What follows belongs to an exercise in optimizing a design on an open flow for small area, a short achievable clock period and few clock cycles; a production flow would make more cautious choices.
In this exercise RTL edits were held to simulation tests only and were not proved equivalent to the original.

$ cat flow/config.mk
export PLATFORM = sky130hd
export DESIGN_NAME = omd_fpu
export DESIGN_NICKNAME = omd_fpu
export VERILOG_FILES = /design/flow/design.v
export SDC_FILE = /design/flow/constraint.sdc
export NUM_CORES = 4
export LEC_CHECK = 0
export CAP_MARGIN = 20
export CORE_MARGIN = 2
export CORE_UTILIZATION = 35
export PLACE_DENSITY = 0.5
export SLEW_MARGIN = 20
$ cat flow/constraint.sdc
create_clock -name core_clock -period 27.0 [get_ports {clk}]
set_input_delay 5.4000 -clock core_clock [delete_from_list [all_inputs] [get_ports {clk}]]
set_output_delay 5.4000 -clock core_clock [all_outputs]
set_load 0.01 [all_outputs]
$ cat flow/design.v
module omd_round (
    input  wire               sign,
    input  wire signed [13:0] bexp,
    input  wire        [54:0] sig,
    output wire        [63:0] result
);
    wire        norm  = (bexp >= 14'sd1);
    wire [13:0] rsh_f = 14'd1 - bexp;
    wire [5:0]  rsh   = norm ? 6'd0 : ((|rsh_f[13:6]) ? 6'd63 : rsh_f[5:0]);
    wire [54:0] sh    = sig >> rsh;
    wire [54:0] lmask = ~({55{1'b1}} << rsh);
    wire        stk   = sh[0] | (|(sig & lmask));
    wire [10:0] efield = norm ? bexp[10:0] : 11'd0;
    wire [62:0] pk     = {efield, sh[53:2]};
    wire        inc    = sh[1] & (stk | sh[2]);
    wire [62:0] rounded = pk + {62'd0, inc};
    wire ovf = (bexp >= 14'sd2047);
    assign result = ovf ? {sign, 11'h7ff, 52'd0} : {sign, rounded};
endmodule
module omd_fpu (
    input  wire        clk,
    input  wire        rst,
    input  wire        in_valid,
    output wire        in_ready,
    input  wire [1:0]  op,
    input  wire [63:0] a,
    input  wire [63:0] b,
    output reg         out_valid,
    output reg  [63:0] result
);
    localparam [63:0] QNAN = 64'h7ff8_0000_0000_0000;
    reg               in_ready_r;
    reg               s0_v;
    reg  [1:0]        s0_op;
    reg  [63:0]       a_r, b_r;
    reg  signed [7:0] eadj;        
    reg               div_run;
    reg  [4:0]        div_cnt;
    reg  [56:0]       dwc;         
    reg  [53:0]       dqp, dqn;    
    reg  [1:0]        div_spec;
    reg               div_sign;
    reg  [13:0]       div_e;
    assign in_ready = in_ready_r;
    wire        sa = a_r[63];
    wire        sb = b_r[63] ^ (s0_op == 2'd1);
    wire [10:0] ea = a_r[62:52];
    wire [10:0] eb = b_r[62:52];
    wire [51:0] fa = a_r[51:0];
    wire [51:0] fb = b_r[51:0];
    wire a_ez = (ea == 11'd0), b_ez = (eb == 11'd0);
    wire a_em = (ea == 11'h7ff), b_em = (eb == 11'h7ff);
    wire a_fz = (fa == 52'd0), b_fz = (fb == 52'd0);
    wire a_nan = a_em & ~a_fz, b_nan = b_em & ~b_fz;
    wire a_inf = a_em & a_fz,  b_inf = b_em & b_fz;
    wire a_zero = a_ez & a_fz, b_zero = b_ez & b_fz;
    wire a_sub = a_ez & ~a_fz, b_sub = b_ez & ~b_fz;
    reg s1_v, s1_mul, s2_v, s2_mul;
    wire s1_mulq = s1_v & s1_mul;
    wire s2_mulq = s2_v & s2_mul;
    wire s0_is_add = ~s0_op[1];
    wire s0_is_mul = (s0_op == 2'd2);
    wire s0_is_div = (s0_op == 2'd3);
    wire any_sub   = a_sub | b_sub;
    wire norm_now  = s0_v & s0_op[1] & ~div_run & any_sub;
    wire mul_go    = s0_v & s0_is_mul & ~any_sub & ~s1_mulq & ~s2_mulq;
    wire s0_go     = (s0_v & s0_is_add) | mul_go;
    wire div_start = s0_v & s0_is_div & ~div_run & ~any_sub;
    wire div_fin   = div_run & (div_cnt == 5'd18);
    wire div_iter  = div_start | (div_run & ~div_fin);
    wire s0_free   = ~s0_v | s0_go | div_fin;
    wire in_a_sub = (a[62:52] == 11'd0) & (a[51:0] != 52'd0);
    wire in_b_sub = (b[62:52] == 11'd0) & (b[51:0] != 52'd0);
    wire accept   = in_valid & in_ready_r;
    wire rdy_acc  = ~op[1] | (~op[0] & ~in_a_sub & ~in_b_sub & ~mul_go & ~s1_mulq);
    wire rdy_hold = s0_is_mul ? (~any_sub & ~s1_mulq) : (div_run & (div_cnt == 5'd17));
    wire rdy_next = accept ? rdy_acc : (s0_free ? 1'b1 : rdy_hold);
    wire [56:0] dD = {3'b000, 1'b1, fb, 1'b0};
    wire [56:0] ws [0:3];
    wire [56:0] wc [0:3];
    wire [2:0]  qp, qn;
    assign ws[0] = {div_run ? a_r[56:52] : 5'b00001, fa};
    assign wc[0] = dwc;
    genvar k;
    generate
        for (k = 0; k < 3; k = k + 1) begin : srt
            wire [3:0]  yh  = ws[k][55:52] + wc[k][55:52];
            wire        pos = ~yh[3];
            wire        neg = yh[3] & ~(yh == 4'b1111);
            wire [56:0] s2  = {ws[k][55:0], 1'b0};
            wire [56:0] c2  = {wc[k][55:0], 1'b0};
            wire [56:0] t   = pos ? ~dD : (neg ? dD : 57'd0);
            wire [56:0] cy  = (s2 & c2) | (s2 & t) | (c2 & t);
            assign ws[k+1] = s2 ^ c2 ^ t;
            assign wc[k+1] = {cy[55:0], pos};
            assign qp[2-k] = pos;
            assign qn[2-k] = neg;
        end
    endgenerate
    wire [56:0] wrs   = ws[1];
    wire [56:0] wrc   = wc[1];
    wire [56:0] wsum  = wrs + wrc;
    wire        wneg  = wsum[56];
    wire        wz0   = ((wrs ^ wrc) == {(wrs[55:0] | wrc[55:0]), 1'b0});
    wire [56:0] zs    = wrs ^ wrc ^ dD;
    wire [56:0] zc    = {((wrs[55:0] & wrc[55:0]) | (wrs[55:0] & dD[55:0]) | (wrc[55:0] & dD[55:0])), 1'b0};
    wire        wz1   = ((zs ^ zc) == {(zs[55:0] | zc[55:0]), 1'b0});
    wire [53:0] zq    = dqp - dqn;
    wire [53:0] zq1   = zq - 54'd1;
    wire        usez1 = qn[2] | (wneg & ~qp[2]);
    wire [54:0] qfull = {usez1 ? zq1 : zq, qp[2] ^ qn[2] ^ wneg};
    wire [55:0] quo_fin = {qfull, 1'b0};
    wire        div_stk = wneg ? ~wz1 : ~wz0;
    reg [63:0] a_nx, b_nx;
    always @* begin
        a_nx = a_r;
        b_nx = b_r;
        if (in_ready_r) begin
            a_nx = a;
            b_nx = b;
        end else if (norm_now) begin
            if (a_sub) begin
                a_nx[51:0] = {fa[50:0], 1'b0};
                if (fa[51]) a_nx[62:52] = 11'd1;
            end else begin
                b_nx[51:0] = {fb[50:0], 1'b0};
                if (fb[51]) b_nx[62:52] = 11'd1;
            end
        end else if (div_iter) begin
            a_nx[56:0] = ws[3];
        end
    end
    always @(posedge clk) begin
        if (rst) begin
            in_ready_r <= 1'b1;
            s0_v       <= 1'b0;
            div_run    <= 1'b0;
        end else begin
            in_ready_r <= rdy_next;
            if (in_ready_r)
                s0_v <= in_valid;
            else if (s0_free)
                s0_v <= 1'b0;
            if (div_fin)
                div_run <= 1'b0;
            else if (div_start)
                div_run <= 1'b1;
        end
        a_r <= a_nx;
        b_r <= b_nx;
        if (in_ready_r) begin
            s0_op <= op;
            eadj  <= 8'sd0;
        end else if (norm_now) begin
            if (a_sub)
                eadj <= eadj - 8'sd1;
            else
                eadj <= s0_is_mul ? eadj - 8'sd1 : eadj + 8'sd1;
        end
        dwc <= div_iter ? wc[3] : 57'd0;
        if (div_iter) begin
            dqp     <= {dqp[50:0], qp};
            dqn     <= {dqn[50:0], qn};
            div_cnt <= div_run ? div_cnt + 5'd1 : 5'd1;
        end
        if (div_start) begin
            if (a_nan | b_nan | (a_zero & b_zero) | (a_inf & b_inf))
                div_spec <= 2'd1;
            else if (a_inf | b_zero)
                div_spec <= 2'd2;
            else if (a_zero | b_inf)
                div_spec <= 2'd3;
            else
                div_spec <= 2'd0;
            div_sign <= a_r[63] ^ b_r[63];
            div_e    <= {3'b000, ea} - {3'b000, eb} + {{6{eadj[7]}}, eadj} + 14'd1022;
        end
    end
    reg  [51:0] ma_r;       
    reg  [17:0] mch_r;      
    reg         ylo_r;      
    reg  [17:0] mbh_r;      
    reg  [54:0] macc_r;
    reg         mstk;
    wire        arr_busy_nx = mul_go | s1_mulq;
    wire [52:0] mx  = {1'b1, ma_r};
    wire [18:0] my  = {mch_r, ylo_r};
    wire [54:0] accrow = {~macc_r[54], macc_r[53:0]};
    localparam [72:0] BOOTH_K = -((73'd1 << 54) + (73'd1 << 54) + (73'd1 << 56) + (73'd1 << 58)
                                 + (73'd1 << 60) + (73'd1 << 62) + (73'd1 << 64) + (73'd1 << 66)
                                 + (73'd1 << 68) + (73'd1 << 70));
    wire [72:0] brow [0:8];
    wire [16:0] negrow;
    genvar i;
    generate
        for (i = 0; i < 9; i = i + 1) begin : booth
            wire [2:0]  bits = my[2*i+2:2*i];
            wire        neg  = bits[2];
            wire        one  = bits[1] ^ bits[0];
            wire        two  = (bits == 3'b100) | (bits == 3'b011);
            wire [53:0] mag  = one ? {1'b0, mx} : (two ? {mx, 1'b0} : 54'd0);
            wire [53:0] ppx  = mag ^ {54{neg}};
            assign brow[i] = {{(18-2*i){1'b0}}, ~neg, ppx, {(2*i){1'b0}}};
            if (i < 8) begin : nb
                assign negrow[2*i]   = neg;
                assign negrow[2*i+1] = 1'b0;
            end else begin : nl
                assign negrow[16] = neg;
            end
        end
    endgenerate
    wire [72:0] prod = {18'd0, accrow} + brow[0] + brow[1] + brow[2] + brow[3] + brow[4]
                     + brow[5] + brow[6] + brow[7] + brow[8] + {56'd0, negrow} + BOOTH_K;
    always @(posedge clk) begin
        if (arr_busy_nx) begin
            macc_r <= prod[72:18];
            mstk   <= mstk | (|prod[17:0]);
        end else begin
            macc_r <= 55'd0;
            mstk   <= 1'b0;
        end
        if (mul_go) begin
            mch_r <= fb[35:18];
            ylo_r <= fb[17];
            mbh_r <= {2'b01, fb[51:36]};
        end else if (s1_mulq) begin
            mch_r <= mbh_r;
            ylo_r <= mch_r[17];
        end else begin
            mch_r <= b_nx[17:0];
            ylo_r <= 1'b0;
        end
        if (!arr_busy_nx) begin
            if (in_ready_r)
                ma_r <= a[51:0];
            else if (norm_now & a_sub)
                ma_r <= {fa[50:0], 1'b0};
            else
                ma_r <= fa;
        end
    end
    wire        swap = (b_r[62:0] > a_r[62:0]);
    wire [10:0] xa = a_ez ? 11'd1 : ea;
    wire [10:0] xb = b_ez ? 11'd1 : eb;
    wire [10:0] dab = xa - xb;
    wire [10:0] dba = xb - xa;
    wire [10:0] diff = swap ? dba : dab;
    wire [5:0]  dsh  = ((|diff[10:6]) || (diff[5:0] > 6'd60)) ? 6'd60 : diff[5:0];
    wire [52:0] ma = {~a_ez, fa};
    wire [52:0] mb = {~b_ez, fb};
    wire [52:0] msml = swap ? ma : mb;
    wire [54:0] al_in = {msml, 2'b00};
    wire [54:0] al_lm = ~({55{1'b1}} << dsh);
    wire        al_st = |(al_in & al_lm);
    wire [54:0] al_c  = al_in >> {dsh[5:3], 3'b000};
    reg         add_nan, add_inf, add_zero, add_ssgn;
    always @* begin
        add_nan  = a_nan | b_nan | (a_inf & b_inf & (sa ^ sb));
        add_inf  = a_inf | b_inf;
        add_zero = a_zero & b_zero;
        add_ssgn = add_inf ? (a_inf ? sa : sb) : (sa & sb);
    end
    wire [1:0] add_spec = add_nan ? 2'd1 : add_inf ? 2'd2 : add_zero ? 2'd3 : 2'd0;
    wire       add_sign = (add_spec != 2'd0) ? add_ssgn : (swap ? sb : sa);
    wire [1:0] mul_spec = (a_nan | b_nan | (a_inf & b_zero) | (a_zero & b_inf)) ? 2'd1 :
                          (a_inf | b_inf) ? 2'd2 :
                          (a_zero | b_zero) ? 2'd3 : 2'd0;
    wire [13:0] mul_e = {3'b000, xa} + {3'b000, xb} + {{6{eadj[7]}}, eadj} - 14'd1023;
    reg  [1:0]  s1_spec;
    reg         s1_sign, s1_esub, s1_st;
    reg  [13:0] s1_e;
    reg  [2:0]  s1_dlo;
    reg  [52:0] s1_mbig;
    reg  [54:0] s1_msh;
    always @(posedge clk) begin
        if (rst) s1_v <= 1'b0;
        else     s1_v <= s0_go;
        s1_mul  <= s0_is_mul;
        s1_spec <= s0_is_mul ? mul_spec : add_spec;
        s1_sign <= s0_is_mul ? (a_r[63] ^ b_r[63]) : add_sign;
        s1_e    <= s0_is_mul ? mul_e : {3'b000, swap ? xb : xa};
        s1_esub <= sa ^ sb;
        s1_dlo  <= dsh[2:0];
        s1_st   <= al_st;
        s1_mbig <= swap ? mb : ma;
        s1_msh  <= al_c;
    end
    wire [54:0] al_sh = s1_msh >> s1_dlo;
    wire [56:0] opa   = {1'b0, s1_mbig, 3'b000};
    wire [56:0] opb   = {1'b0, al_sh, s1_st};
    wire [56:0] sum   = s1_esub ? (opa - opb) : (opa + opb);
    reg  [1:0]  s2_spec;
    reg         s2_sign;
    reg  [13:0] s2_e;
    reg  [56:0] s2_sum;
    always @(posedge clk) begin
        if (rst) s2_v <= 1'b0;
        else     s2_v <= s1_v;
        s2_mul  <= s1_mul;
        s2_spec <= s1_spec;
        s2_sign <= s1_sign;
        s2_e    <= s1_e;
        s2_sum  <= sum;
    end
    wire [63:0] nv = {s2_sum, 7'd0};
    wire [7:0]  bnz;
    wire [2:0]  blz [0:7];
    generate
        for (i = 0; i < 8; i = i + 1) begin : lzb
            wire [7:0] by = nv[8*i+7:8*i];
            assign bnz[i] = |by;
            assign blz[i] = by[7] ? 3'd0 : by[6] ? 3'd1 : by[5] ? 3'd2 : by[4] ? 3'd3 :
                            by[3] ? 3'd4 : by[2] ? 3'd5 : by[1] ? 3'd6 : 3'd7;
        end
    endgenerate
    wire [2:0] bsel = bnz[7] ? 3'd7 : bnz[6] ? 3'd6 : bnz[5] ? 3'd5 : bnz[4] ? 3'd4 :
                      bnz[3] ? 3'd3 : bnz[2] ? 3'd2 : bnz[1] ? 3'd1 : 3'd0;
    wire [5:0]  lz   = {~bsel, blz[bsel]};
    wire [63:0] nrm  = nv << lz;
    wire [54:0] add_sig = {nrm[63:10], |nrm[9:7]};
    wire        sum_zero = ~(|bnz);
    reg         s3_v;
    reg  [1:0]  s3_spec;
    reg         s3_sign;
    reg  [13:0] s3_e;
    reg  [69:0] s3_f;
    reg         s3_stk;
    always @(posedge clk) begin
        if (rst) s3_v <= 1'b0;
        else     s3_v <= s2_v | div_fin;
        if (div_fin) begin
            s3_spec <= div_spec;
            s3_sign <= div_sign;
            s3_e    <= div_e;
            s3_f    <= {quo_fin, 14'd0};
            s3_stk  <= div_stk;
        end else if (s2_mul) begin
            s3_spec <= s2_spec;
            s3_sign <= s2_sign;
            s3_e    <= s2_e;
            s3_f    <= prod[69:0];
            s3_stk  <= mstk;
        end else begin
            s3_spec <= (s2_spec == 2'd0 && sum_zero) ? 2'd3 : s2_spec;
            s3_sign <= (s2_spec == 2'd0 && sum_zero) ? 1'b0 : s2_sign;
            s3_e    <= s2_e - {8'd0, lz};
            s3_f    <= {add_sig, 15'd0};
            s3_stk  <= 1'b0;
        end
    end
    wire        hi   = s3_f[69];
    wire [54:0] rsig = hi ? {s3_f[69:16], (|s3_f[15:0]) | s3_stk}
                          : {s3_f[68:15], (|s3_f[14:0]) | s3_stk};
    wire [13:0] rexp = s3_e + {13'd0, hi};
    wire [63:0] rounded;
    omd_round u_round (
        .sign  (s3_sign),
        .bexp  (rexp),
        .sig   (rsig),
        .result(rounded)
    );
    always @(posedge clk) begin
        if (rst) out_valid <= 1'b0;
        else     out_valid <= s3_v;
        case (s3_spec)
            2'd1:    result <= QNAN;
            2'd2:    result <= {s3_sign, 11'h7ff, 52'd0};
            2'd3:    result <= {s3_sign, 63'd0};
            default: result <= rounded;
        endcase
    end
endmodule
$ cat flow/run.sh
#!/bin/bash
# synth_recipe.tcl (not shown) runs the flow's synth.tcl, then flattens the netlist and writes it again
# the make line also repeats each setting of config.mk as NAME=value (left out here)
make -C /OpenROAD-flow-scripts/flow DESIGN_CONFIG=/design/flow/config.mk WORK_HOME=/design/flow/orfs CLKGATE_MAP_FILE= SYNTH_SCRIPT=/design/flow/synth_recipe.tcl finish
==> results of run 1 <==
-- flip-flops by register name (all words and copies together), names as in the netlist, 5 cells and up --
| signal | count |
|---|---|
| a_r | 64 |
| b_r | 64 |
| div_cnt | 5 |
| div_e | 14 |
| dqn | 54 |
| dqp | 54 |
| dwc | 55 |
| eadj | 8 |
| ma_r | 52 |
| macc_r | 55 |
| mbh_r | 16 |
| mch_r | 18 |
| result | 64 |
| s1_e | 14 |
| s1_mbig | 53 |
| s1_msh | 55 |
| s2_e | 14 |
| s2_sum | 57 |
| s3_e | 14 |
| s3_f | 70 |
-- worst max-delay path, delay by kind of cell (launching register included) --
kind | cells | cell delay [ps]
AND/OR/NAND/NOR | 2 | 720
adder cells (fa/ha/maj) | 7 | 3240
AO/OA/AOI/OAI | 15 | 4490
buffers and inverters | 5 | 1730
flip-flops | 1 | 310
XOR/XNOR | 1 | 200
-- kinds of logic after synthesis --
kind of cell	Yosys count	share of synthesized area [%]
simple gates	2803	14.1
flops	831	21.0
compound gates	2698	18.9
mux	571	6.81
xor+xnor	913	8.54
buf+inv	1813	7.42
fa+ha+maj	1358	23.2
-- path summary, 6_finish.rpt --
kind              from       end  slack [ps]  cells after the start
max          mch_r[11]  s3_f[67]       16050                     30
min            s1_sign   s2_sign         320                      0
max reg2reg  mch_r[11]  s3_f[67]       16050                     30
min reg2reg    s1_sign   s2_sign         320                      0
-- final cells by class --
cell class,instances,share of cell area (%)
diodes,10,0.0241
clock buffers,128,2.73
clock inverters,74,0.928
inverters,1064,3.85
multi-input cells,8343,65.2
flip-flops and latches,831,19.0
well taps,3552,4.28
repair buffers,470,3.90
-- per-stage QoR --
step / cell area, um^2 / worst slack [ps] / hold slack, ps
after global placement: 99900 / 16310 / 312
after floorplan: 94000 / 18300 / 310
after CTS: 104000 / 16120 / 310
final: 104000 / 16050 / 315
after global routing: 104000 / 15530 / 309
after detailed placement: 99900 / 16140 / 314
-- Yosys cell counts, types with 67 or more instances --
cell      number  area share, %
inv_1       1054            4.2
fa_1         642             14
nand4_1      118           0.79
nor3_1       159           0.85
o21bai_1      67           0.54
a21o_1       192            1.5
dfxtp_1      521             11
buf_1        128           0.51
clkbuf_1     566            2.3
a22oi_1      527            4.2
nor2b_1      178            1.2
ha_1         714            9.5
a21oi_1      760            4.0
mux2i_1      400            4.3
nand2_1      679            2.7
o21ai_0      439            2.3
xnor2_1      728            6.8
nand3_1      140           0.75
xor2_1       182            1.7
nor4_1       120           0.80
mux2_2       120            1.4
edfxtp_1     310            9.9
a211oi_1     135            1.1
nor2_1      1031            4.1
-- routing by layer --
metal	wire length, um	track usage (%)
met1	174000	38.9
met2	191000	48.4
met3	29800	4.61
met4	25700	15.7
met5	53	0
==> flow_summary.json, run 1 <==
{
  "status": "complete, no violations",
  "maxCapViolCount": 0,
  "final_cells": 14500,
  "vias": 84300,
  "fmaxAchievable_mhz": 91.3,
  "final_max_slew_viol_count": 0,
  "clk_path_buf_depth": 3,
  "cts-htree-levels": 3,
  "yosysSeqAreaShare_pct": 21.0,
  "yosys_warnings": 1,
  "place_congestion": 1.00,
  "synth-main-ff-cell": "dfxtp_1",
  "worst-setup-path-type": "reg2reg",
  "cts_tree": "done",
  "place_hpwl_mm": 332,
  "grt_overflow": 0,
  "nNetsFinal": 12300,
  "syn_inst": 11000,
  "grt_pass1_vias": 82900,
  "nFillCells": 27200,
  "avgSynthCellArea_um2": 8.55,
  "period_share_pct": 40.6,
  "numCtsBuffers": 106,
  "grt_pass1_wl_mm": 602,
  "min_period_ps": 10950,
  "drc": 0,
  "post-cts-setup-buffers": 0,
  "grtUsageTotal_pct": 30.1,
  "dp.cells": 14300,
  "antenna_found_initial": 21,
  "end_kind": "flip-flop",
  "rows": 190,
  "clk_latency_ps": 830,
  "tns_ps": 0,
  "die_area_um2": 273000,
  "hold_buffers": 0,
  "critPathLaunchType": "flip-flop",
  "worst-path-max-fanout": 30,
  "area_growth_pct": 10.5,
  "worst_slew_pin_slew_ps": 1230,
  "die_h_um": 522,
  "finalSetupViolCount": 0,
  "crit_slowest_cell": "clkinv_1",
  "required_ps": 27600,
  "grt_start_max_net_pins": 97,
  "core-area_um2": 267000,
  "rsz0062_at_grt": "false",
  "drtPass1Iterations": 9,
  "die_w_um": 522,
  "io_buffers": 198,
  "ctsResizeCount": 0,
  "synthesis.area_um2": 94000,
  "ios": 199,
  "hold_path.class": "reg2reg",
  "synth_edf_count": 310,
  "syn-num-nets": 12500,
  "final_common_cell": "inv_1",
  "synth_seq_cells": 831,
  "post_drt_wl_per_cell_um": 29.1,
  "cp.arrival_ps": 11550,
  "synth_cell_type_count": 115,
  "via_per_inst": 5.82,
  "drtIter0Drc": 8725,
  "regArea_um2": 19800,
  "path_clk_slew_ps": 70,
  "ys_async_sr_fraction_pct": 0,
  "multiInputGateArea_um2": 67700,
  "clock-root-buffer": "clkbuf_16",
  "clock_sinks": 831,
  "mostFrequentLayoutCells": "inv_1, nor2_1, a21oi_1",
  "final_util_pct": 38.8,
  "drive_gt1_share_pct": 7.42,
  "max_slew_margin_pct": 18.1,
  "hold_viol": 0,
  "wl_mm": 421,
  "finClkSkew_ps": 79.8,
  "ant_nets": 0,
  "critPathMaxStageDelay_ps": 720,
  "start_util_pct": 35.1
}
Testbench counts, summed over its fixed seeds: cycles 6,008.
==> run 2: changes to the inputs <==
--- a/flow/design.v
+++ b/flow/design.v
@@ -29,6 +29,10 @@
     output reg  [63:0] result
 );
     localparam [63:0] QNAN = 64'h7ff8_0000_0000_0000;
+    localparam integer DNS  = 4;
+    localparam integer DNIT = 14;
+    localparam integer DQW  = DNS * DNIT;
+    localparam integer DG   = DQW + 1;
     reg               in_ready_r;
     reg               s0_v;
     reg  [1:0]        s0_op;
@@ -37,7 +41,7 @@
     reg               div_run;
     reg  [4:0]        div_cnt;
     reg  [56:0]       dwc;         
-    reg  [53:0]       dqp, dqn;    
+    reg  [DQW-1:0]    dqp, dqn;    
     reg  [1:0]        div_spec;
     reg               div_sign;
     reg  [13:0]       div_e;
@@ -66,51 +70,81 @@
     wire mul_go    = s0_v & s0_is_mul & ~any_sub & ~s1_mulq & ~s2_mulq;
     wire s0_go     = (s0_v & s0_is_add) | mul_go;
     wire div_start = s0_v & s0_is_div & ~div_run & ~any_sub;
-    wire div_fin   = div_run & (div_cnt == 5'd18);
+    wire div_fin   = div_run & (div_cnt == DNIT);
     wire div_iter  = div_start | (div_run & ~div_fin);
     wire s0_free   = ~s0_v | s0_go | div_fin;
     wire in_a_sub = (a[62:52] == 11'd0) & (a[51:0] != 52'd0);
     wire in_b_sub = (b[62:52] == 11'd0) & (b[51:0] != 52'd0);
     wire accept   = in_valid & in_ready_r;
     wire rdy_acc  = ~op[1] | (~op[0] & ~in_a_sub & ~in_b_sub & ~mul_go & ~s1_mulq);
-    wire rdy_hold = s0_is_mul ? (~any_sub & ~s1_mulq) : (div_run & (div_cnt == 5'd17));
+    wire rdy_hold = s0_is_mul ? (~any_sub & ~s1_mulq) : (div_run & (div_cnt == DNIT - 1));
     wire rdy_next = accept ? rdy_acc : (s0_free ? 1'b1 : rdy_hold);
     wire [56:0] dD = {3'b000, 1'b1, fb, 1'b0};
-    wire [56:0] ws [0:3];
-    wire [56:0] wc [0:3];
-    wire [2:0]  qp, qn;
+    wire [56:0] ws [0:DNS];
+    wire [56:0] wc [0:DNS];
+    wire [DNS-1:0] qp, qn;
+    wire [DNS-1:0] qpos, qneg;
     assign ws[0] = {div_run ? a_r[56:52] : 5'b00001, fa};
     assign wc[0] = dwc;
-    genvar k;
+    genvar k, m;
     generate
-        for (k = 0; k < 3; k = k + 1) begin : srt
-            wire [3:0]  yh  = ws[k][55:52] + wc[k][55:52];
-            wire        pos = ~yh[3];
-            wire        neg = yh[3] & ~(yh == 4'b1111);
+        for (k = 0; k < DNS; k = k + 1) begin : srt
+            wire pos, neg;
+            if (k == 0) begin : dir
+                wire [3:0] yh = ws[0][55:52] + wc[0][55:52];
+                assign pos = ~yh[3];
+                assign neg = yh[3] & ~(yh == 4'b1111);
+            end else begin : spec
+                wire [2:0] cp, cn;
+                for (m = 0; m < 3; m = m + 1) begin : cand
+                    wire [4:0] tq = (m == 0) ? ~dD[55:51] : (m == 2) ? dD[55:51] : 5'd0;
+                    wire [3:0] sq = ws[k-1][54:51] ^ wc[k-1][54:51] ^ tq[4:1];
+                    wire [3:0] cq = (ws[k-1][53:50] & wc[k-1][53:50]) | (ws[k-1][53:50] & tq[3:0])
+                                  | (wc[k-1][53:50] & tq[3:0]);
+                    wire [3:0] yq = sq + cq;
+                    assign cp[m] = ~yq[3];
+                    assign cn[m] = yq[3] & ~(yq == 4'b1111);
+                end
+                assign pos = qpos[k-1] ? cp[0] : (qneg[k-1] ? cp[2] : cp[1]);
+                assign neg = qpos[k-1] ? cn[0] : (qneg[k-1] ? cn[2] : cn[1]);
+            end
+            assign qpos[k] = pos;
+            assign qneg[k] = neg;
             wire [56:0] s2  = {ws[k][55:0], 1'b0};
             wire [56:0] c2  = {wc[k][55:0], 1'b0};
             wire [56:0] t   = pos ? ~dD : (neg ? dD : 57'd0);
             wire [56:0] cy  = (s2 & c2) | (s2 & t) | (c2 & t);
             assign ws[k+1] = s2 ^ c2 ^ t;
             assign wc[k+1] = {cy[55:0], pos};
-            assign qp[2-k] = pos;
-            assign qn[2-k] = neg;
+            assign qp[DNS-1-k] = pos;
+            assign qn[DNS-1-k] = neg;
         end
     endgenerate
     wire [56:0] wrs   = ws[1];
     wire [56:0] wrc   = wc[1];
     wire [56:0] wsum  = wrs + wrc;
     wire        wneg  = wsum[56];
-    wire        wz0   = ((wrs ^ wrc) == {(wrs[55:0] | wrc[55:0]), 1'b0});
-    wire [56:0] zs    = wrs ^ wrc ^ dD;
-    wire [56:0] zc    = {((wrs[55:0] & wrc[55:0]) | (wrs[55:0] & dD[55:0]) | (wrc[55:0] & dD[55:0])), 1'b0};
-    wire        wz1   = ((zs ^ zc) == {(zs[55:0] | zc[55:0]), 1'b0});
-    wire [53:0] zq    = dqp - dqn;
-    wire [53:0] zq1   = zq - 54'd1;
-    wire        usez1 = qn[2] | (wneg & ~qp[2]);
-    wire [54:0] qfull = {usez1 ? zq1 : zq, qp[2] ^ qn[2] ^ wneg};
-    wire [55:0] quo_fin = {qfull, 1'b0};
-    wire        div_stk = wneg ? ~wz1 : ~wz0;
+    wire        wz0   = (wsum == 57'd0);
+    wire        wz1   = ((wsum ^ dD) == {(wsum[55:0] | dD[55:0]), 1'b0});
+    wire [DQW-1:0] zq    = dqp - dqn;
+    wire [DQW-1:0] zq1   = zq - {{(DQW-1){1'b0}}, 1'b1};
+    wire           usez1 = qneg[0] | (wneg & ~qpos[0]);
+    wire [DG-1:0]  qfull = {usez1 ? zq1 : zq, qpos[0] ^ qneg[0] ^ wneg};
+    wire           rem_nz = wneg ? ~wz1 : ~wz0;
+    wire [55:0]    quo_fin;
+    wire           div_stk;
+    generate
+        if (DG == 55) begin : q55
+            assign quo_fin = {qfull, 1'b0};
+            assign div_stk = rem_nz;
+        end else if (DG == 56) begin : q56
+            assign quo_fin = qfull;
+            assign div_stk = rem_nz;
+        end else begin : q57
+            assign quo_fin = qfull[56:1];
+            assign div_stk = rem_nz | qfull[0];
+        end
+    endgenerate
     reg [63:0] a_nx, b_nx;
     always @* begin
         a_nx = a_r;
@@ -127,7 +161,7 @@
                 if (fb[51]) b_nx[62:52] = 11'd1;
             end
         end else if (div_iter) begin
-            a_nx[56:0] = ws[3];
+            a_nx[56:0] = ws[DNS];
         end
     end
     always @(posedge clk) begin
@@ -157,10 +191,10 @@
             else
                 eadj <= s0_is_mul ? eadj - 8'sd1 : eadj + 8'sd1;
         end
-        dwc <= div_iter ? wc[3] : 57'd0;
+        dwc <= div_iter ? wc[DNS] : 57'd0;
         if (div_iter) begin
-            dqp     <= {dqp[50:0], qp};
-            dqn     <= {dqn[50:0], qn};
+            dqp     <= {dqp[DQW-1-DNS:0], qp};
+            dqn     <= {dqn[DQW-1-DNS:0], qn};
             div_cnt <= div_run ? div_cnt + 5'd1 : 5'd1;
         end
         if (div_start) begin
@@ -177,14 +211,14 @@
         end
     end
     reg  [51:0] ma_r;       
-    reg  [17:0] mch_r;      
-    reg         ylo_r;      
     reg  [17:0] mbh_r;      
+    reg         y35_r;      
     reg  [54:0] macc_r;
     reg         mstk;
     wire        arr_busy_nx = mul_go | s1_mulq;
     wire [52:0] mx  = {1'b1, ma_r};
-    wire [18:0] my  = {mch_r, ylo_r};
+    wire [18:0] nmy = mul_go  ? {fb[35:17]} :
+                      s1_mulq ? {mbh_r, y35_r} : {b_nx[17:0], 1'b0};
     wire [54:0] accrow = {~macc_r[54], macc_r[53:0]};
     localparam [72:0] BOOTH_K = -((73'd1 << 54) + (73'd1 << 54) + (73'd1 << 56) + (73'd1 << 58)
                                  + (73'd1 << 60) + (73'd1 << 62) + (73'd1 << 64) + (73'd1 << 66)
@@ -194,10 +228,13 @@
     genvar i;
     generate
         for (i = 0; i < 9; i = i + 1) begin : booth
-            wire [2:0]  bits = my[2*i+2:2*i];
-            wire        neg  = bits[2];
-            wire        one  = bits[1] ^ bits[0];
-            wire        two  = (bits == 3'b100) | (bits == 3'b011);
+            wire [2:0]  nb3  = nmy[2*i+2:2*i];
+            reg         neg, one, two;    
+            always @(posedge clk) begin
+                neg <= nb3[2];
+                one <= nb3[1] ^ nb3[0];
+                two <= (nb3 == 3'b100) | (nb3 == 3'b011);
+            end
             wire [53:0] mag  = one ? {1'b0, mx} : (two ? {mx, 1'b0} : 54'd0);
             wire [53:0] ppx  = mag ^ {54{neg}};
             assign brow[i] = {{(18-2*i){1'b0}}, ~neg, ppx, {(2*i){1'b0}}};
@@ -220,15 +257,8 @@
             mstk   <= 1'b0;
         end
         if (mul_go) begin
-            mch_r <= fb[35:18];
-            ylo_r <= fb[17];
             mbh_r <= {2'b01, fb[51:36]};
-        end else if (s1_mulq) begin
-            mch_r <= mbh_r;
-            ylo_r <= mch_r[17];
-        end else begin
-            mch_r <= b_nx[17:0];
-            ylo_r <= 1'b0;
+            y35_r <= fb[35];
         end
         if (!arr_busy_nx) begin
             if (in_ready_r)
--- a/flow/config.mk
+++ b/flow/config.mk
@@ -5,6 +5,7 @@
 export SDC_FILE = /design/flow/constraint.sdc
 export NUM_CORES = 4
 export LEC_CHECK = 0
+export ABC_AREA = 1
 export CAP_MARGIN = 20
 export CORE_MARGIN = 2
 export CORE_UTILIZATION = 35
==> flow_summary.json, run 2 <==
{
  "io_buffers": 198,
  "hold_path.class": "reg2reg",
  "worst-setup-path-type": "reg2reg",
  "largest_reg_flops": 70,
  "place_congestion": 0.995,
  "tns_ps": 0,
  "cts_tree": "done",
  "via_per_inst": 5.42,
  "fmaxAchievable_mhz": 105,
  "dp.cells": 17400,
  "ant_nets": 0,
  "critPathMaxStageDelay_ps": 570,
  "clk_path_buf_depth": 4,
  "die_h_um": 535,
  "status": "complete, no violations",
  "clock_sinks": 844,
  "start_util_pct": 35.1,
  "grt_pass1_vias": 91300,
  "yosysTopAreaCell": "fa_1",
  "yosys_warnings": 1,
  "grt_start_max_net_pins": 108,
  "clk_latency_ps": 900,
  "synth_cell_type_count": 76,
  "clock-root-buffer": "clkbuf_16",
  "synthTopCellsByCount": "nand2_1, inv_1, o21ai_0",
  "die_area_um2": 287000,
  "min_period_ps": 9570,
  "cp_common_cell": "inv_1",
  "hold_buffers": 0,
  "final_cells": 17600,
  "ctsResizeCount": 0,
  "synthesis.area_um2": 98800,
  "drtIter0Drc": 9091,
  "synth-main-ff-cell": "dfxtp_1",
  "maxCapViolCount": 0,
  "core-area_um2": 282000,
  "drtPass1Iterations": 6,
  "placed_area_um2": 104000,
  "rsz0062_at_grt": "false",
  "grt_pass1_wl_mm": 617,
  "path_clk_slew_ps": 60,
  "place_hpwl_mm": 338,
  "ios": 199,
  "finalSetupViolCount": 0,
  "end_kind": "flip-flop",
  "final_common_cell": "nand2_1",
  "grt_overflow": 0,
  "grtUsageTotal_pct": 28.6,
  "synth_edf_count": 315,
  "period_share_pct": 35.4,
  "crit_slowest_cell": "fa_1",
  "yosys.cell_count.top_type": "nand2_1",
  "ys_async_sr_fraction_pct": 0,
  "nNetsFinal": 15300,
  "yosys.area.top_type_share_pct": 13.2,
  "mostFrequentLayoutCells": "nand2_1, inv_1, o21ai_0",
  "die_w_um": 535,
  "numCtsBuffers": 109,
  "max_slew_margin_pct": 14.7,
  "worst_slew_pin_slew_ps": 1270,
  "critPathLaunchType": "flip-flop",
  "synth_seq_cells": 844,
  "drc": 0,
  "finClkSkew_ps": 115,
  "worst-path-max-fanout": 58,
  "avgSynthCellArea_um2": 7.07,
  "hold_viol": 0,
  "post_drt_wl_per_cell_um": 23.8,
  "wl_mm": 420,
  "cts-htree-levels": 3,
  "drive_gt1_share_pct": 4.15,
  "antenna_found_initial": 20,
  "syn_inst": 14000,
  "nFillCells": 30400,
  "final_max_slew_viol_count": 0,
  "ys_top_cells_by_area": "fa_1, dfxtp_1, nand2_1",
  "post-cts-setup-buffers": 0,
  "area_growth_pct": 9.15,
  "required_ps": 27610,
  "stdcell_area_um2": 108000,
  "rows": 195,
  "syn-num-nets": 15500,
  "yosysSeqAreaShare_pct": 20.3,
  "vias": 95600,
  "top_register": "s3_f",
  "cp.arrival_ps": 10180
}
==> run 2: metrics by stage <==
step / utilization [%] / hold WS [ps] / setup WS [ps]
after floorplan: - / 310 / 17840
after global placement: 37.0 / 312 / 17550
after detailed placement: 37.0 / 312 / 17310
after CTS: 38.3 / 327 / 17310
after global routing: 38.3 / 336 / 16640
final: 38.3 / 326 / 17430
==> run 2: area by class of cell <==
class	instances	area, um^2	share of cell area [%]
Clock buffer	149	3040	2.82
Antenna cell	7	17.5	0.0162
Tap cell	3743	4680	4.34
Multi-Input combinational cell	10300	68300	63.3
Clock inverter	51	526	0.487
Inverter	2159	8100	7.51
Timing Repair Buffer	356	3170	2.93
Sequential cell	844	20100	18.6
==> run 2: logic make-up after synthesis <==
family | after synthesis | share of synthesized area [%]
muxes | 31 | 0.318
adders and majority gates | 1350 | 22.1
AOI/OAI and AO/OA | 2798 | 16.1
buffers and inverters | 2804 | 10.8
xor gates and xnor gates | 866 | 7.68
DFF | 844 | 20.3
and+or+nand+nor | 5289 | 22.8
==> run 2: per-layer routing <==
| layer | global-route usage, % | vias to the layer above | wire length (um) |
|---|---|---|---|
| li1 | - | 45500 | - |
| met1 | 38.7 | 45700 | 183000 |
| met2 | 44.9 | 3713 | 185000 |
| met3 | 3.70 | 672 | 28500 |
| met4 | 13.5 | 8 | 23200 |
| met5 | 0 | - | 55 |
==> run 2: worst paths after layout <==
kind	from	endpoint	slack [ps]	cells after the start
max	div_run	a_r[29]	17430	39
min	s1_e[12]	s2_e[12]	330	0
max reg2reg	div_run	a_r[29]	17430	39
min reg2reg	s1_e[12]	s2_e[12]	330	0
==> run 2: critical path, delay by kind of cell, from the launching register on <==
family / cells / cell delay [ps]
DFF: 1 / 520
buffers and inverters: 14 / 3680
muxes: 1 / 140
adders and majority gates: 5 / 1980
AOI/OAI and AO/OA: 4 / 920
xor gates and xnor gates: 1 / 180
and+or+nand+nor: 14 / 1710
Testbench counts of run 2, summed over its fixed seeds: cycles 5,660.
==> run 3: changes to the inputs <==
--- a/flow/config.mk
+++ b/flow/config.mk
@@ -5,7 +5,6 @@
 export SDC_FILE = /design/flow/constraint.sdc
 export NUM_CORES = 4
 export LEC_CHECK = 0
-export ABC_AREA = 1
 export CAP_MARGIN = 20
 export CORE_MARGIN = 2
 export CORE_UTILIZATION = 35
==> flow_summary.json, run 3 <==
{
  "cp.buffers_inverters": 3,
  "largest_reg_flops": 70,
  "worst-path-max-fanout": 43,
  "drtPass1Iterations": 6,
  "grt_overflow": 0,
  "critPathMaxStageDelay_ps": 1010,
  "synthMuxAreaShare_pct": 7.27,
  "synthesis.area_um2": 96400,
  "worst_slew_pin_slew_ps": 1340,
  "drive_gt1_share_pct": 6.38,
  "finalSetupViolCount": 0,
  "critPathLaunchType": "flip-flop",
  "regArea_um2": 20100,
  "grt_start_max_net_pins": 102,
  "worst-setup-path-type": "reg2reg",
  "synth-main-ff-cell": "dfxtp_1",
  "grt_pass1_vias": 86200,
  "ios": 199,
  "rr_startpoint": "a_r[53]",
  "crit_slowest_cell": "nor4_1",
  "synth-simple-area-share_pct": 13.9,
  "maxCapViolCount": 0,
  "yosysTopAreaCell": "fa_1",
  "cp.arrival_ps": 11780,
  "place_hpwl_mm": 329,
  "ys_top_cells_by_area": "fa_1, dfxtp_1, edfxtp_1",
  "io_buffers": 198,
  "wl_mm": 419,
  "yosys_warnings": 1,
  "vias": 87000,
  "avgSynthCellArea_um2": 8.43,
  "grtUsageTotal_pct": 29.2,
  "yosys.area.top_type_share_pct": 13.6,
  "clk_path_buf_depth": 4,
  "antenna_found_initial": 30,
  "finClkSkew_ps": 83.7,
  "cp_top_family": "compound AO/OA/AOI/OAI gates",
  "synthAdderAreaFrac_pct": 22.6,
  "nFillCells": 27800,
  "numCtsBuffers": 111,
  "die_h_um": 529,
  "status": "complete, no violations",
  "hold_start": "s1_e[6]",
  "hold_path.class": "reg2reg",
  "pre_cts_ws_ps": 16230,
  "synth_top_family_by_area": "adder cells",
  "cts-htree-levels": 3,
  "start_util_pct": 35.2,
  "synth_seq_cells": 844,
  "crit_start": "a_r[53]",
  "yosys.cell_count.top_type": "inv_1",
  "syn_inst": 11400,
  "min_period_ps": 11020,
  "path_clk_slew_ps": 70,
  "placed_area_um2": 102000,
  "die_w_um": 529,
  "max_slew_margin_pct": 9.44,
  "cts_tree": "done",
  "final_common_cell": "inv_1",
  "synth-xor-area-share_pct": 8.43,
  "setup_ws_ps": 15980,
  "rsz0062_at_grt": "false",
  "mostFrequentLayoutCells": "inv_1, nand2_1, nor2_1",
  "rows": 192,
  "area_growth_pct": 10.4,
  "post-cts-setup-buffers": 0,
  "synth_edf_count": 315,
  "synth_cell_type_count": 113,
  "end_kind": "flip-flop",
  "via_per_inst": 5.81,
  "clk_latency_ps": 890,
  "yosysSeqAreaShare_pct": 20.8,
  "ctsResizeCount": 0,
  "die_area_um2": 280000,
  "ant_nets": 0,
  "grt_pass1_wl_mm": 606,
  "synth-compound-area-share_pct": 19.1,
  "hold_viol": 0,
  "multiInputGateArea_um2": 69100,
  "fmaxAchievable_mhz": 90.7,
  "core-area_um2": 274000,
  "hold_buffers": 0,
  "period_share_pct": 40.8,
  "drtIter0Drc": 8568,
  "final_max_slew_viol_count": 0,
  "place_congestion": 0.977,
  "synthTopCellsByCount": "inv_1, nand2_1, nor2_1",
  "ys_async_sr_fraction_pct": 0,
  "syn-num-nets": 12900,
  "clock_sinks": 844,
  "drc": 0,
  "top_register": "s3_f",
  "stdcell_area_um2": 106000,
  "tns_ps": 0,
  "post_drt_wl_per_cell_um": 28.0,
  "nNetsFinal": 12800,
  "required_ps": 27760,
  "clock-root-buffer": "clkbuf_16"
}
==> run 3: cell count changes after synthesis, sizes merged, moves of 450 or more <==
cell and change:
xor2 -450, o22ai -469, mux2i +537, o21ai -588, inv -840, xnor2 +511, nand3 -788, nand2 -1824
==> run 3: per-layer routing <==
| layer | vias to the layer above | routed length, um | part of all wire (%) | global-route usage [%] |
|---|---|---|---|---|
| met5 | - | 213 | 0.051 | 0.364 |
| met4 | 12 | 25600 | 6.1 | 15.3 |
| met3 | 872 | 29000 | 6.9 | 4.87 |
| met2 | 3624 | 188000 | 45 | 46.6 |
| met1 | 43000 | 176000 | 42 | 37.7 |
| li1 | 39400 | - | - | - |
==> run 3: logic make-up after synthesis <==
| group | after synthesis |
|---|---|
| compound gates | 2833 |
| xor+xnor | 927 |
| fa+ha+maj | 1351 |
| buf+inv | 1982 |
| flops | 844 |
| mux | 647 |
| simple gates | 2843 |
==> run 3: path summary, 6_finish.rpt <==
check	slack, ps	end	cells past startpoint
worst max register to register	15980	s3_stk	35
worst min-delay path	320	s2_e[6]	0
worst max-delay path	15980	s3_stk	35
worst min register to register	320	s2_e[6]	0
==> run 3: layout make-up <==
| type | instances | area share [%] |
|---|---|---|
| sequential | 844 | 18.9 |
| clock buffer | 157 | 3.05 |
| tap | 3589 | 4.22 |
| timing repair buffer | 500 | 4.03 |
| multi-input combinational | 8601 | 65.0 |
| antenna | 12 | 0.0282 |
| clock inverter | 45 | 0.520 |
| inverter | 1211 | 4.28 |
==> run 3: per-stage QoR <==
stage | hold slack (ps) | util, % | cells
floorplan | 310 | - | 11400
detailed placement | 312 | 37.4 | 14700
global placement | 316 | 37.4 | 14700
finish | 325 | 38.9 | 15000
CTS | 326 | 38.8 | 14900
global route | 332 | 38.9 | 14900
==> run 3: worst reg2reg max path: cells and delay by family (launching register included) <==
kind | cells | cell delay [ps]
buffers and inverters | 3 | 840
AO/OA/AOI/OAI | 14 | 4510
XOR/XNOR | 1 | 300
flip-flops | 1 | 730
AND/OR/NAND/NOR | 13 | 3210
adder cells (fa/ha/maj) | 4 | 1340
==> run 4: changes to the inputs <==
--- a/flow/design.v
+++ b/flow/design.v
@@ -41,7 +41,8 @@
     reg               div_run;
     reg  [4:0]        div_cnt;
     reg  [56:0]       dwc;         
-    reg  [DQW-1:0]    dqp, dqn;    
+    reg  [DQW-1:0]    dqq, dqm;    
+    reg  [DNS-1:0]    dgp, dgn;    
     reg  [1:0]        div_spec;
     reg               div_sign;
     reg  [13:0]       div_e;
@@ -126,10 +127,14 @@
     wire        wneg  = wsum[56];
     wire        wz0   = (wsum == 57'd0);
     wire        wz1   = ((wsum ^ dD) == {(wsum[55:0] | dD[55:0]), 1'b0});
-    wire [DQW-1:0] zq    = dqp - dqn;
-    wire [DQW-1:0] zq1   = zq - {{(DQW-1){1'b0}}, 1'b1};
+    wire [DNS+1:0] dval = {2'b00, dgp} - {2'b00, dgn};     
+    wire [DNS+1:0] dvm1 = dval - {{(DNS+1){1'b0}}, 1'b1};   
+    wire [DQW-1:0] dq_nx = dval[DNS+1] ? {dqm[DQW-1-DNS:0], dval[DNS-1:0]}
+                                       : {dqq[DQW-1-DNS:0], dval[DNS-1:0]};
+    wire [DQW-1:0] dm_nx = dvm1[DNS+1] ? {dqm[DQW-1-DNS:0], dvm1[DNS-1:0]}
+                                       : {dqq[DQW-1-DNS:0], dvm1[DNS-1:0]};
     wire           usez1 = qneg[0] | (wneg & ~qpos[0]);
-    wire [DG-1:0]  qfull = {usez1 ? zq1 : zq, qpos[0] ^ qneg[0] ^ wneg};
+    wire [DG-1:0]  qfull = {usez1 ? dm_nx : dq_nx, qpos[0] ^ qneg[0] ^ wneg};
     wire           rem_nz = wneg ? ~wz1 : ~wz0;
     wire [55:0]    quo_fin;
     wire           div_stk;
@@ -193,8 +198,10 @@
         end
         dwc <= div_iter ? wc[DNS] : 57'd0;
         if (div_iter) begin
-            dqp     <= {dqp[DQW-1-DNS:0], qp};
-            dqn     <= {dqn[DQW-1-DNS:0], qn};
+            dgp     <= qp;
+            dgn     <= qn;
+            dqq     <= div_run ? dq_nx : {DQW{1'b0}};
+            dqm     <= div_run ? dm_nx : {DQW{1'b1}};
             div_cnt <= div_run ? div_cnt + 5'd1 : 5'd1;
         end
         if (div_start) begin
--- a/flow/config.mk
+++ b/flow/config.mk
@@ -5,6 +5,7 @@
 export SDC_FILE = /design/flow/constraint.sdc
 export NUM_CORES = 4
 export LEC_CHECK = 0
+export ABC_AREA = 1
 export CAP_MARGIN = 20
 export CORE_MARGIN = 2
 export CORE_UTILIZATION = 35
==> flow_summary.json, run 4 <==
{
  "status": "complete, no violations",
  "syn_inst": 13600,
  "largest_reg_flops": 70,
  "rsz0062_at_grt": "false",
  "max_slew_margin_pct": 16.3,
  "worst_hold_slack_ps": 322,
  "cts_tree": "done",
  "post_drt_wl_per_cell_um": 23.7,
  "area_growth_pct": 9.42,
  "hold_buffers": 0,
  "mostFrequentLayoutCells": "nand2_1, inv_1, o21ai_0",
  "synthTopCellsByCount": "nand2_1, inv_1, o21ai_0",
  "top_register": "s3_f",
  "post-cts-setup-buffers": 0,
  "ys_top_cells_by_area": "fa_1, dfxtp_1, nand2_1",
  "grt_use_met1_pct": 38.0,
  "hold_path.class": "reg2reg",
  "dp.cells": 16900,
  "ios": 199,
  "synth_cell_type_count": 78,
  "final_max_slew_viol_count": 0,
  "critPathMaxStageDelay_ps": 880,
  "drc": 0,
  "crit_slowest_cell": "dfxtp_1",
  "clk_latency_ps": 840,
  "antenna_found_initial": 19,
  "whs_endpoint": "s2_e[7]",
  "start_util_pct": 35.1,
  "finalSetupViolCount": 0,
  "ant_nets": 0,
  "yosys.cell_count.top_type": "nand2_1",
  "r2r_cells": 36,
  "yosys_warnings": 1,
  "cp_common_cell": "o21ai_0",
  "timing.rr.end": "a_r[27]",
  "numCtsBuffers": 106,
  "vias": 92800,
  "grt_start_max_net_pins": 212,
  "final_common_cell": "nand2_1",
  "yosysSeqAreaShare_pct": 20.9,
  "drive_gt1_share_pct": 4.34,
  "maxCapViolCount": 0,
  "cp.arrival_ps": 11050,
  "ctsResizeCount": 0,
  "drtIter0Drc": 8732,
  "yosysTopAreaCell": "fa_1",
  "fmaxAchievable_mhz": 95.2,
  "hold_start": "s1_e[7]",
  "wl_mm": 404,
  "place_hpwl_mm": 322,
  "multiInputGateArea_um2": 65800,
  "required_ps": 27540,
  "grt_pass1_wl_mm": 598,
  "via_per_inst": 5.44,
  "cts-htree-levels": 3,
  "tns_ps": 0,
  "core-area_um2": 273000,
  "hold-path-cell-count": 0,
  "grt_busiest_layer": "met2",
  "rr_startpoint": "div_run",
  "hold_viol": 0,
  "synth_edf_count": 315,
  "syn-num-nets": 15000,
  "regArea_um2": 20100,
  "nNetsFinal": 14800,
  "worst-setup-path-type": "reg2reg",
  "synth-main-ff-cell": "dfxtp_1",
  "grt_overflow": 0,
  "die_w_um": 528,
  "synth_seq_cells": 844,
  "drtPass1Iterations": 6,
  "io_buffers": 198,
  "place_congestion": 1.01,
  "clock_sinks": 844,
  "r2r_slack_ps": 16490,
  "finClkSkew_ps": 93.0,
  "grt_pass1_vias": 89600,
  "final_cells": 17100,
  "period_share_pct": 38.9,
  "min_period_ps": 10510,
  "clock-root-buffer": "clkbuf_16",
  "die_h_um": 528,
  "grtUsageTotal_pct": 28.4,
  "synthesis.area_um2": 96100,
  "die_area_um2": 279000,
  "path_clk_slew_ps": 60,
  "end_kind": "flip-flop",
  "nFillCells": 29100,
  "met3_usage_pct": 4.01,
  "clk_path_buf_depth": 3,
  "rows": 192,
  "critPathLaunchType": "flip-flop",
  "avgSynthCellArea_um2": 7.08,
  "worst_slew_pin_slew_ps": 1240,
  "grt_use_met2_pct": 45.6,
  "worst-path-max-fanout": 55,
  "ys_async_sr_fraction_pct": 0,
  "yosys.area.top_type_share_pct": 13.6
}
run 4: cells by family (layout without fill, tap and decap cells):
family                     Yosys count  in the layout  share of synthesized area (%)
other                                0              6                              0
buffers and inverters             2746           2644                           10.8
DFF                                844            844                           20.9
xor gates and xnor gates           781            781                           7.12
muxes                               30             30                          0.318
and+or+nand+nor                   5111           5111                           22.5
AOI/OAI and AO/OA                 2760           2760                           16.3
adders and majority gates         1299           1299                           22.0
run 4: area by class of cell:
cell class | count | area share (%)
diodes | 6 | 0.0143
clock buffers | 152 | 2.95
clock inverters | 50 | 0.554
inverters | 2077 | 7.42
multi-input cells | 9981 | 62.6
flip-flops and latches | 844 | 19.1
well taps | 3589 | 4.27
repair buffers | 365 | 3.09
run 4: how the worst max path moves through the flow:
stage | endpoint | slack, ps | depth (start not counted) | startpoint
floorplan | a_r[52] | 17880 | 13 | b_r[51]
global placement | a_r[19] | 16920 | 36 | div_run
detailed placement | a_r[27] | 16670 | 36 | div_run
CTS | a_r[27] | 16650 | 36 | div_run
global route | a_r[27] | 15870 | 36 | div_run
finish | a_r[27] | 16490 | 36 | div_run
run 4: worst max-delay path: cells and delay by family (launching register included):
family,cells,cell delay (ps)
AO/OA/AOI/OAI,9,1790
buffers and inverters,8,3010
adder cells (fa/ha/maj),5,2020
XOR/XNOR,1,110
AND/OR/NAND/NOR,13,2210
flip-flops,1,880
run 4: per-layer routing:
metal  wire, um  vias up  share of wire (%)
li1           -    44100                  -
met1     176000    44400                 43
met2     181000     3517                 45
met3      27700      685                6.9
met4      19700       14                4.9
met5         96        -              0.024
run 4: per-stage QoR:
step           setup WS (ps)  instance area, um^2  utilization [%]
2_1_floorplan          17880                96100                -
3_3_place_gp           16920               101000             37.1
3_5_place_dp           16670               101000             37.1
4_1_cts                16650               105000             38.4
5_1_grt                15870               105000             38.4
6_report               16490               105000             38.4
Testbench counts of run 4, summed over its fixed seeds: cycles 5,660.
==> run 5: changes to the inputs <==
==> flow/flow/run.sh (new file) <==
#!/bin/bash
# Own layout flow: the standard flow (standard.sh, all steps unchanged) run with a
# config that adds to the standard flow's config.mk a setup slack margin for the resizer's
# repair_timing steps, so that they size and buffer the longest paths below the
# clock period. The SDC, the clock period and every other setting stay the standard flow's.
# Gate cloning is left off so that no register is ever duplicated.
set -euo pipefail
work="$(pwd)"
{
  cat "$work/config.mk"
  echo "export SETUP_SLACK_MARGIN = 19"
  echo "export SKIP_GATE_CLONING = 1"
} > "$work/config_own.mk"
sed "s#DESIGN_CONFIG=[^ ]*#DESIGN_CONFIG=$work/config_own.mk#" "$work/standard.sh" > "$work/standard_own.sh"
bash "$work/standard_own.sh" > "$work/standard_own.log" 2>&1
==> flow/standard.sh (new file) <==
#!/bin/bash
# synth_recipe.tcl (not shown) runs the flow's synth.tcl, then flattens the netlist and writes it again
# the make line also repeats each setting of config.mk as NAME=value (left out here)
make -C /OpenROAD-flow-scripts/flow DESIGN_CONFIG=/design/flow/config.mk WORK_HOME=/design/flow/orfs CLKGATE_MAP_FILE= SYNTH_SCRIPT=/design/flow/synth_recipe.tcl "${@:-finish}"
removed: flow/run.sh
==> flow_summary.json, run 5 <==
{
  "timing.rr.end": "s3_f[60]",
  "core-area_um2": 273000,
  "maxCapViolCount": 0,
  "cts_tree": "done",
  "io_buffers": 198,
  "crit_chain": "clkdlybuf4s50_1 > nor4_1 > nand3_1 > nor2_1 > nand2_1 > a41oi_1 > nand3_1 > a21oi_1 > nor2_1 > nand2_1",
  "clock-root-buffer": "clkbuf_16",
  "whs_endpoint": "s2_e[5]",
  "syn_inst": 13600,
  "tns_ps": 0,
  "status": "complete, no violations",
  "ys_async_sr_fraction_pct": 0,
  "grt_start_max_net_pins": 121,
  "pre_cts_ws_ps": 17360,
  "area_growth_pct": 10.0,
  "cp_top_family": "simple AND/OR/NAND/NOR gates",
  "worst_slew_pin_slew_ps": 1230,
  "start_util_pct": 35.1,
  "hold_path.class": "reg2reg",
  "antenna_found_initial": 12,
  "cp.buffers_inverters": 1,
  "hold-path-cell-count": 0,
  "via_per_inst": 5.44,
  "cp.arrival_ps": 8600,
  "largest_reg_flops": 70,
  "required_ps": 27740,
  "mostFrequentLayoutCells": "nand2_1, inv_1, o21ai_0",
  "end_kind": "flip-flop",
  "path_clk_slew_ps": 60,
  "clk_path_buf_depth": 3,
  "grtUsageTotal_pct": 28.7,
  "drive_gt1_share_pct": 4.87,
  "yosys.cell_count.top_type": "nand2_1",
  "critPathLaunchType": "input pin",
  "post_drt_wl_per_cell_um": 23.9,
  "final_max_slew_viol_count": 0,
  "ios": 199,
  "die_h_um": 528,
  "die_w_um": 528,
  "nNetsFinal": 14800,
  "die_area_um2": 279000,
  "ant_nets": 0,
  "critPathMaxStageDelay_ps": 750,
  "yosys.area.top_type_share_pct": 13.6,
  "synthesis.area_um2": 96100,
  "period_share_pct": 29.1,
  "top_register": "s3_f",
  "r2r_slack_ps": 19290,
  "synth-main-ff-cell": "dfxtp_1",
  "drtIter0Drc": 8752,
  "fmaxAchievable_mhz": 127,
  "numCtsBuffers": 103,
  "crit_slowest_cell": "clkdlybuf4s50_1",
  "grt_overflow": 0,
  "grt_pass1_vias": 89800,
  "synth_seq_cells": 844,
  "avgSynthCellArea_um2": 7.08,
  "hold_start": "s1_e[5]",
  "worst-setup-path-type": "in2reg",
  "min_period_ps": 7860,
  "finalSetupViolCount": 0,
  "synthTopCellsByCount": "nand2_1, inv_1, o21ai_0",
  "grt_pass1_wl_mm": 602,
  "rr_startpoint": "booth[6].one",
  "worst_hold_slack_ps": 328,
  "place_hpwl_mm": 324,
  "rows": 192,
  "setup_ws_ps": 19140,
  "worst-path-max-fanout": 2,
  "final_util_pct": 38.7,
  "yosysTopAreaCell": "fa_1",
  "clock_sinks": 844,
  "wl_mm": 408,
  "cts-htree-levels": 3,
  "hold_viol": 0,
  "ys_top_cells_by_area": "fa_1, dfxtp_1, nand2_1",
  "drtPass1Iterations": 6,
  "max_slew_margin_pct": 17.1,
  "synth_edf_count": 315,
  "place_congestion": 1.00,
  "r2r_cells": 33,
  "final_common_cell": "nand2_1",
  "nFillCells": 29100,
  "drc": 0,
  "clk_latency_ps": 840,
  "vias": 93000,
  "synth_cell_type_count": 78,
  "syn-num-nets": 15000,
  "rsz0062_at_grt": "true",
  "yosys_warnings": 1,
  "yosysSeqAreaShare_pct": 20.9,
  "finClkSkew_ps": 94.4
}
[run 5: per-layer routing]
| layer | vias up | part of all wire [%] | GRT usage, % |
|---|---|---|---|
| met4 | 10 | 5.6 | 14.0 |
| li1 | 44200 | - | - |
| met1 | 44600 | 43 | 38.2 |
| met3 | 732 | 6.9 | 3.93 |
| met2 | 3524 | 44 | 45.5 |
| met5 | - | 0.018 | 0 |
[run 5: final cells by class]
| type | instances | area (um^2) | share of cell area [%] |
|---|---|---|---|
| antenna | 7 | 17.5 | 0.0166 |
| clock buffer | 130 | 2870 | 2.71 |
| clock inverter | 65 | 714 | 0.676 |
| inverter | 2077 | 7880 | 7.46 |
| multi-input combinational | 9981 | 66000 | 62.4 |
| sequential | 844 | 20100 | 19.0 |
| tap | 3589 | 4490 | 4.25 |
| timing repair buffer | 398 | 3660 | 3.47 |
[run 5: how the worst max path moves through the flow]
stage | cells past startpoint | slack [ps] | startpoint | to
after floorplan | 13 | 19990 | b_r[51] | a_r[52]
after global placement | 35 | 17500 | div_run | a_r[20]
after detailed placement | 35 | 17360 | div_run | a_r[23]
after CTS | 34 | 19000 | booth[6].one | s3_f[68]
after global routing | 34 | 18990 | div_run | a_r[16]
final | 10 | 19140 | a[0] | in_ready_r
[run 5: kinds of logic (layout without fill, tap and decap cells)]
logic type | count (synthesis) | after routing | synth area share, %
compound gates | 2760 | 2760 | 16.3
xor+xnor | 781 | 781 | 7.12
fa+ha+maj | 1299 | 1299 | 22.0
buf+inv | 2746 | 2670 | 10.8
flops | 844 | 844 | 20.9
mux | 30 | 30 | 0.318
other cells | 0 | 7 | 0
simple gates | 5111 | 5111 | 22.5
[run 5: worst register-to-register path: cells and delay by family, from the launching register on]
family | cells | cell delay, ps
DFF | 1 | 380
buffers and inverters | 9 | 1270
xor gates and xnor gates | 2 | 440
AOI/OAI and AO/OA | 8 | 1460
adders and majority gates | 6 | 3010
and+or+nand+nor | 8 | 1070
[run 5: per-stage QoR]
stage	area, um^2	std cells
after global routing	106000	17100
final	106000	17100
after floorplan	96100	13600
after CTS	105000	17100
after global placement	101000	16900
after detailed placement	101000	16900
[run 5: repair_timing]
| item | 4_1_cts | 5_1_grt |
|---|---|---|
| endpoints found under the setup margin | 205 | 176 |
| pin swaps | 1 | 4 |
| setup buffers | 2 | 25 |
| resized for setup | 50 | 105 |
| hold buffers | 0 | 0 |

-- re-timing with driven ports --
How much do the figures lean on ideal ports? The routed layouts below were timed once more, with nothing changed but the port constraints. Step 1 sets driving cells, clkbuf_16 on the clock port and buf_2 on the other inputs (assumed; they add their load-dependent delay and slew). Step 2 also shifts input and output timing later by t, the mid clock arrival at the registers, as if the neighbouring blocks saw the same clock. Slacks: no drivers / after step 1 / after step 2; pairs: no drivers / after step 1.
run | shift t [ns] | setup WS [ns] | latest minus earliest clock arrival (ns) | pins driven straight from the clock port
run 1 | 0.890 | 16.049 / 16.049 / 16.049 | 0.082 / 0.082 | 1
run 2 | 0.944 | 17.433 / 17.433 / 17.433 | 0.117 / 0.117 | 1
run 3 | 0.951 | 15.979 / 15.979 / 15.979 | 0.086 / 0.085 | 1
run 4 | 0.899 | 16.493 / 16.493 / 16.493 | 0.093 / 0.093 | 1
run 5 | 0.897 | 19.142 / 19.213 / 18.315 | 0.102 / 0.101 | 1
After both steps setup and hold are still met in every run listed. The setup slack of run 5, which loses most, moves by +0.071 ns with the drivers and by -0.827 ns with both steps.
